This design comes from an exercise in tuning for small area, a short achievable clock period and few clock cycles on the open sky130 flow, not from production work. The RTL was checked by simulation tests, not by an equivalence proof against the original design. Power is estimated from default activity; no workload was simulated.

==> job 729 <==
// dshot_core
module dshot_core (
  input  wire         clk,
  input  wire         rst,
  input  wire         cmd_valid,
  output wire         cmd_ready,
  input  wire [39:0]  cmd,
  output reg          rdata_valid,
  output reg  [31:0]  rdata,
  output reg          ev_valid,
  output reg  [146:0] ev
);
clock: 14.0 ns
lec_check: 0
cap_margin: 20
core_margin: 2
core_utilization: 60
cts_cluster_diameter: 100
cts_cluster_size: 24
place_density: 0.75
slew_margin: 20
standard.sh (not shown) runs the stock make flow with config.mk's settings and CLKGATE_MAP_FILE= SYNTH_SCRIPT=/design/flow/synth_recipe.tcl, a recipe that flattens the netlist after the stock synthesis.
==> flow/flow/run.sh <==
#!/bin/bash
# Standard ORFS layout, with timing repair aiming well below the clock period and
# plain buf_2 cells for the port buffers.
bash standard.sh SETUP_SLACK_MARGIN=9.9 TNS_END_PERCENT=100 "BUFFER_PORTS_ARGS=-buffer_cell sky130_fd_sc_hd__buf_2" finish > standard.log 2>&1
==> job 6537 (differences from job 729) <==
--- a/flow/design.v
+++ b/flow/design.v
@@ -37,27 +37,29 @@
   reg  [6:0]  q_rsel;       
   reg         q_s;
   reg         prev_valid;
   reg         prev;
   reg  [1:0]  iq;           
   reg  [14:0] ir;
   reg  [63:0] idx;
   reg  [1:0]  bx;
-  reg         fs_load;      
+  reg  [63:0] pc_start;
+  reg         ps_load;      
   reg  [1:0]  dq;           
   reg  [14:0] dr;
   reg         dlong;        
   reg  [14:0] kcnt;         
   reg         k_done;
   reg         ln_load;      
   reg  [15:0] shift;
   reg  [4:0]  bcnt;
   reg  [63:0] first_start;
   reg  [63:0] nib_start;
+  reg  [63:0] last_next;    
   reg         e_bit;        
   reg         e_fin;        
   reg         e_l16;        
   reg         e_bidir;      
   reg         e_2;          
   reg         e_3;          
   reg         e_4;          
   reg         dv;
@@ -114,60 +116,34 @@
   always @(*) begin
     case (ctrl_rate)
       2'b00:   rate_m = 10'd667;
       2'b01:   rate_m = 10'd333;
       2'b10:   rate_m = 10'd167;
       default: rate_m = 10'd83;
     endcase
   end
-  wire [41:0] w        = first_start[41:0];
+  wire [41:0] w        = pc_start[41:0];
   wire [6:0]  dv_cnt   = ir[6:0];                     
   wire        dv_mul   = (dv_cnt[6:5] == 2'b00);        
   wire        dv_div   = (dv_cnt[6:5] == 2'b01) && (dv_cnt[4:0] < 5'd15);    
   wire        dv_last  = (dv_cnt == 7'd47);             
   wire [10:0] mul_sum  = {1'b0, w[41:32]} + (w[0] ? {1'b0, rate_m} : 11'd0);
   wire [19:0] div_tr   = {w[41:23], w[22]};
   wire [20:0] div_df   = {1'b0, div_tr} - {1'b0, DIV5};
   wire        div_ge   = !div_df[20];
   wire [18:0] div_r    = div_ge ? div_df[18:0] : div_tr[18:0];
   wire [14:0] n_res    = w[22:8];
   wire [31:0] status_word = {17'd0, bcnt, bx, 2'b00, fault, 2'b00, run};
-  wire [16:0] t_a = {1'b0, period, 1'b0};
-  wire [16:0] t_b = {2'd0, period};
-  wire [16:0] t_g = t_a & t_b;
-  wire [16:0] t_p = t_a ^ t_b;
-  wire [17:0] t_c;
-  wire [4:0]  t_bg, t_bp;
-  assign t_c[0] = 1'b0;
-  genvar gk, gm;
-  generate
-    for (gk = 0; gk < 5; gk = gk + 1) begin : g_tb
-      localparam integer LO = 4 * gk;
-      localparam integer HI = (4 * gk + 3 > 16) ? 16 : 4 * gk + 3;
-      wire [HI-LO+1:0] cg;
-      assign cg[0] = 1'b0;
-      for (gm = LO; gm <= HI; gm = gm + 1) begin : g_bg
-        assign cg[gm-LO+1] = t_g[gm] | (t_p[gm] & cg[gm-LO]);
-      end
-      assign t_bg[gk] = cg[HI-LO+1];
-      assign t_bp[gk] = &t_p[HI:LO];
-      for (gm = LO; gm <= HI; gm = gm + 1) begin : g_bc
-        if (gm > LO) assign t_c[gm] = t_g[gm-1] | (t_p[gm-1] & t_c[gm-1]);
-      end
-      if (gk > 0) assign t_c[LO] = t_bg[gk-1] | (t_bp[gk-1] & t_c[LO-4]);
-    end
-  endgenerate
-  wire [16:0] timeout_v = t_p ^ t_c[16:0];
+  wire [16:0] timeout_v = {1'b0, period, 1'b0} + {2'd0, period};
   wire        n_bit = do_bit;
   wire        n_2   = e_bit && e_fin;
   wire        n_3   = e_2 && e_l16;
   wire        n_4   = e_3 && bad_now;
   wire        is_cmd = (shift[15:5] < 11'd48);
-  wire        bcnt_zero = (bcnt == 5'd0);
   reg  [18:0] ev_lo;
   always @(*) begin
     if (n_bit)
       ev_lo = {3'd0, 15'd0, bit_val};
     else if (n_2 && e_l16)
       ev_lo = {(is_cmd ? 3'd1 : 3'd2), 5'd0, shift[15:5]};
     else if (n_2)
       ev_lo = {3'd4, 16'd1};
@@ -179,24 +155,20 @@
   always @(posedge clk) begin
     rdata <= ({32{q_rsel[0]}} & {29'd0, ctrl_rate, ctrl_bidir})
            | ({32{q_rsel[1]}} & samplerate)
            | ({32{q_rsel[2]}} & status_word)
            | ({32{q_rsel[3]}} & {17'd0, period})
            | ({32{q_rsel[4]}} & {15'd0, timeout_v})
            | ({32{q_rsel[5]}} & idxbase[31:0])
            | ({32{q_rsel[6]}} & idxbase[63:32]);
-    if (n_bit || n_2 || n_3)
-      ev[146:83] <= ({64{(n_bit && bcnt_zero) || n_2}} & first_start)
-                  | ({64{(n_bit && !bcnt_zero) || n_3}} & ev[82:19]);
-    else if (ln_load && !n_4)
-      ev[146:83] <= idx;     
-    if (n_bit || (n_2 && e_l16) || n_3)
-      ev[82:19] <= ({64{do_next}} & smp_idx) | ({64{do_final}} & ev[146:83])
-                 | ({64{n_2 || n_3}} & nib_start);
+    ev[146:83] <= ({64{n_bit}} & pc_start) | ({64{n_2}} & first_start)
+                | ({64{n_3 || n_4}} & nib_start);
+    ev[82:19]  <= ({64{do_next}} & smp_idx) | ({64{n_2 && e_l16}} & nib_start)
+                | ({64{do_final || (n_2 && !e_l16) || n_3 || n_4}} & last_next);
     ev[18:0]   <= ev_lo;
     if (rst) begin
       rdata_valid <= 1'b0;
       ev_valid    <= 1'b0;
     end else begin
       rdata_valid <= q_cfgr;
       ev_valid    <= n_bit || n_2 || n_3 || n_4;
     end
@@ -213,17 +185,17 @@
       pt_set      <= 1'b0;
       rdy         <= 1'b1;
       q_cfgr      <= 1'b0;
       q_start     <= 1'b0;
       q_sample    <= 1'b0;
       q_end       <= 1'b0;
       prev_valid  <= 1'b0;
       bx          <= BX_IDLE;
-      fs_load     <= 1'b0;
+      ps_load     <= 1'b0;
       k_done      <= 1'b1;
       ln_load     <= 1'b0;
       bcnt        <= 5'd0;
       e_bit       <= 1'b0;
       e_2         <= 1'b0;
       e_3         <= 1'b0;
       e_4         <= 1'b0;
       dv          <= 1'b0;
@@ -239,17 +211,17 @@
           4'h5: base_lo_set <= 1'b1;
           4'h6: base_hi_set <= 1'b1;
           default: ;
         endcase
       end
       rdy <= 1'b1;
       if (accept && (op == OP_START)) rdy <= 1'b0;
       if (q_end && running) run <= RUN_EXHAUSTED;
-      fs_load <= 1'b0;
+      ps_load <= 1'b0;
       ln_load <= 1'b0;
       if (q_start && !running) begin
         prev_valid <= 1'b0;
         bx         <= BX_IDLE;
         k_done     <= 1'b1;
         bcnt       <= 5'd0;
         if (!sr_set) begin
           pt_set <= 1'b0;
@@ -285,26 +257,27 @@
         if (!k_done && (kcnt == period)) begin
           k_done  <= 1'b1;
           ln_load <= 1'b1;
         end
         case (bx)
           BX_IDLE: begin
             if (e_start) begin
               bx      <= BX_STARTED;
-              fs_load <= 1'b1;
+              ps_load <= 1'b1;
               k_done  <= 1'b0;
             end
           end
           BX_STARTED: begin
             if (e_end) bx <= BX_BOUNDED;
           end
           BX_BOUNDED: begin
             if (e_start) begin
               bx      <= BX_STARTED;
+              ps_load <= 1'b1;
               k_done  <= 1'b0;
               ln_load <= 1'b0;
             end else if (tmo) begin
               bx <= BX_IDLE;
             end
           end
           default: ;
         endcase
@@ -331,31 +304,32 @@
     if (cfgw_ok) begin
       case (addr)
         4'h1: samplerate     <= data;
         4'h5: idxbase[31:0]  <= data;
         4'h6: idxbase[63:32] <= data;
         default: ;
       endcase
     end
-    if (fs_load) first_start <= idx;
+    if (ps_load) pc_start <= idx;
+    if (ln_load) last_next <= idx;
     if (q_start && !running && sr_set) begin
-      first_start[41:0] <= {10'd0, samplerate};
+      pc_start[41:0] <= {10'd0, samplerate};
       sr_nz <= 1'b0;
       ir    <= 15'd0;
     end
     if (dv) begin
       ir <= ir_n;
       if (dv_mul) begin
-        first_start[41:0] <= {mul_sum, w[31:1]};
+        pc_start[41:0] <= {mul_sum, w[31:1]};
         sr_nz <= sr_nz | w[0];
       end
       if (dv_div) begin
-        first_start[41:23] <= div_r;
-        first_start[22:8]  <= {w[21:8], div_ge};
+        pc_start[41:23] <= div_r;
+        pc_start[22:8]  <= {w[21:8], div_ge};
       end
       if (dv_last) period <= n_res;
     end
     if (ref_smp) begin
       prev <= q_s;
       idx  <= {base_hi_set ? idxbase[63:32] : 32'd0, base_lo_set ? idxbase[31:0] : 32'd0};
       iq   <= 2'd0;
       ir   <= 15'd1;
@@ -382,20 +356,18 @@
           dr <= ir;
         end else if (tmo) begin
           dlong <= 1'b1;
         end
       end
     end
     if (do_bit) begin
       shift <= shift_n;
-      if (bcnt == 5'd12) nib_start <= ev[82:19];    
-    end
-    if (n_2 && e_l16) begin
-      nib_start <= ev[82:19];                         
+      if (bcnt == 5'd0)  first_start <= pc_start;
+      if (bcnt == 5'd12) nib_start   <= pc_start;
     end
     e_fin <= do_final;
     if (do_final) begin
       e_l16   <= (bcnt_n == 5'd16);
       e_bidir <= ctrl_bidir;
     end
   end
 endmodule
==> flow/flow/run.sh (replaced) <==
#!/bin/bash
# Standard ORFS layout, with timing repair aiming well below the clock period and
# plain buf_2 cells for the port buffers.
bash standard.sh SETUP_SLACK_MARGIN=10 TNS_END_PERCENT=100 "BUFFER_PORTS_ARGS=-buffer_cell sky130_fd_sc_hd__buf_2" finish > standard.log 2>&1
CORE_UTILIZATION = 45   (was 60)
PLACE_DENSITY = 0.8   (was 0.75)
==> comparison table <==
Run status: job 729 complete, no violations; job 6537 complete, no violations
Sw power: job 729 0.604 mW; job 6537 0.704 mW
Starting Density: job 729 0.608; job 6537 0.453
Count of placed standard cells in the final layout, fillers left out: job 729 3040; job 6537 3486
Routability congestion estimate from global placement: job 729 0.983; job 6537 0.992
Combinational fraction of design power: job 729 0.025; job 6537 0.008
Layout clock buffer count: job 729 50; job 6537 59
Latest clock arrival within the worst-skew pair: job 729 0.61 ns; job 6537 0.62 ns
Maximum number of pins on one net before global-route repair: job 729 78; job 6537 82
Inserted Clock Buffers: job 729 28; job 6537 36
Die Footprint: job 729 0.0465 mm2; job 6537 0.0678 mm2
Worst IR drop on VDD: job 729 0.103 mV; job 6537 0.0919 mV
Minimum setup slack after placement: job 729 8.92 ns; job 6537 9.13 ns
R2r endpoint: job 729 ev[98]$_DFFE_PP_; job 6537 ev[63]$_DFF_P_
Routed wire length on met3: job 729 7990 um; job 6537 10200 um
Slowest Stage Delay on Critical Path: job 729 0.49 ns; job 6537 0.39 ns
Post-layout min period: job 729 4.08 ns; job 6537 3.96 ns
Number of tap instances: job 729 592; job 6537 864
Vias in the first global route: job 729 19100; job 6537 19700
Global routing met1 resource utilization: job 729 0.459; job 6537 0.352
PnR Total Power: job 729 2.90 mW; job 6537 3.46 mW
Critical path fanouts, max: job 729 2; job 6537 1
Testbench counts of job 729, summed over its fixed seeds: cycles 40,723.
Testbench counts of job 6537, summed over its fixed seeds: cycles 40,723.

## separate check: timing with driven ports
The flow's constraints put no driver on any port. The routed layouts listed below were extracted and timed again, unchanged, in two steps.
Step 1: set_driving_cell puts a clkbuf_16 on clk and a buf_2 on each other input, an assumption about the parent block.
Step 2, shift: input delay + t, output delay - t, t = (earliest + latest rising clock arrival at the registers) / 2. This alone moves slack from input paths to output paths.
a / b / c = no drivers / after step 1 / after step 2; a / b = the first two.
| run | t, ns | slack for setup (ns) | worst data-port slew with drivers (ns) |
|---|---|---|---|
| job 729 | 0.661 | 9.921 / 9.861 / 9.390 | 0.06 |
| job 6537 | 0.659 | 10.039 / 9.980 / 9.531 | 0.14 |
After both steps every run listed still meets setup and hold. For job 729, which loses most, drivers alone change the setup slack by -0.060 ns; drivers and shift together by -0.531 ns.
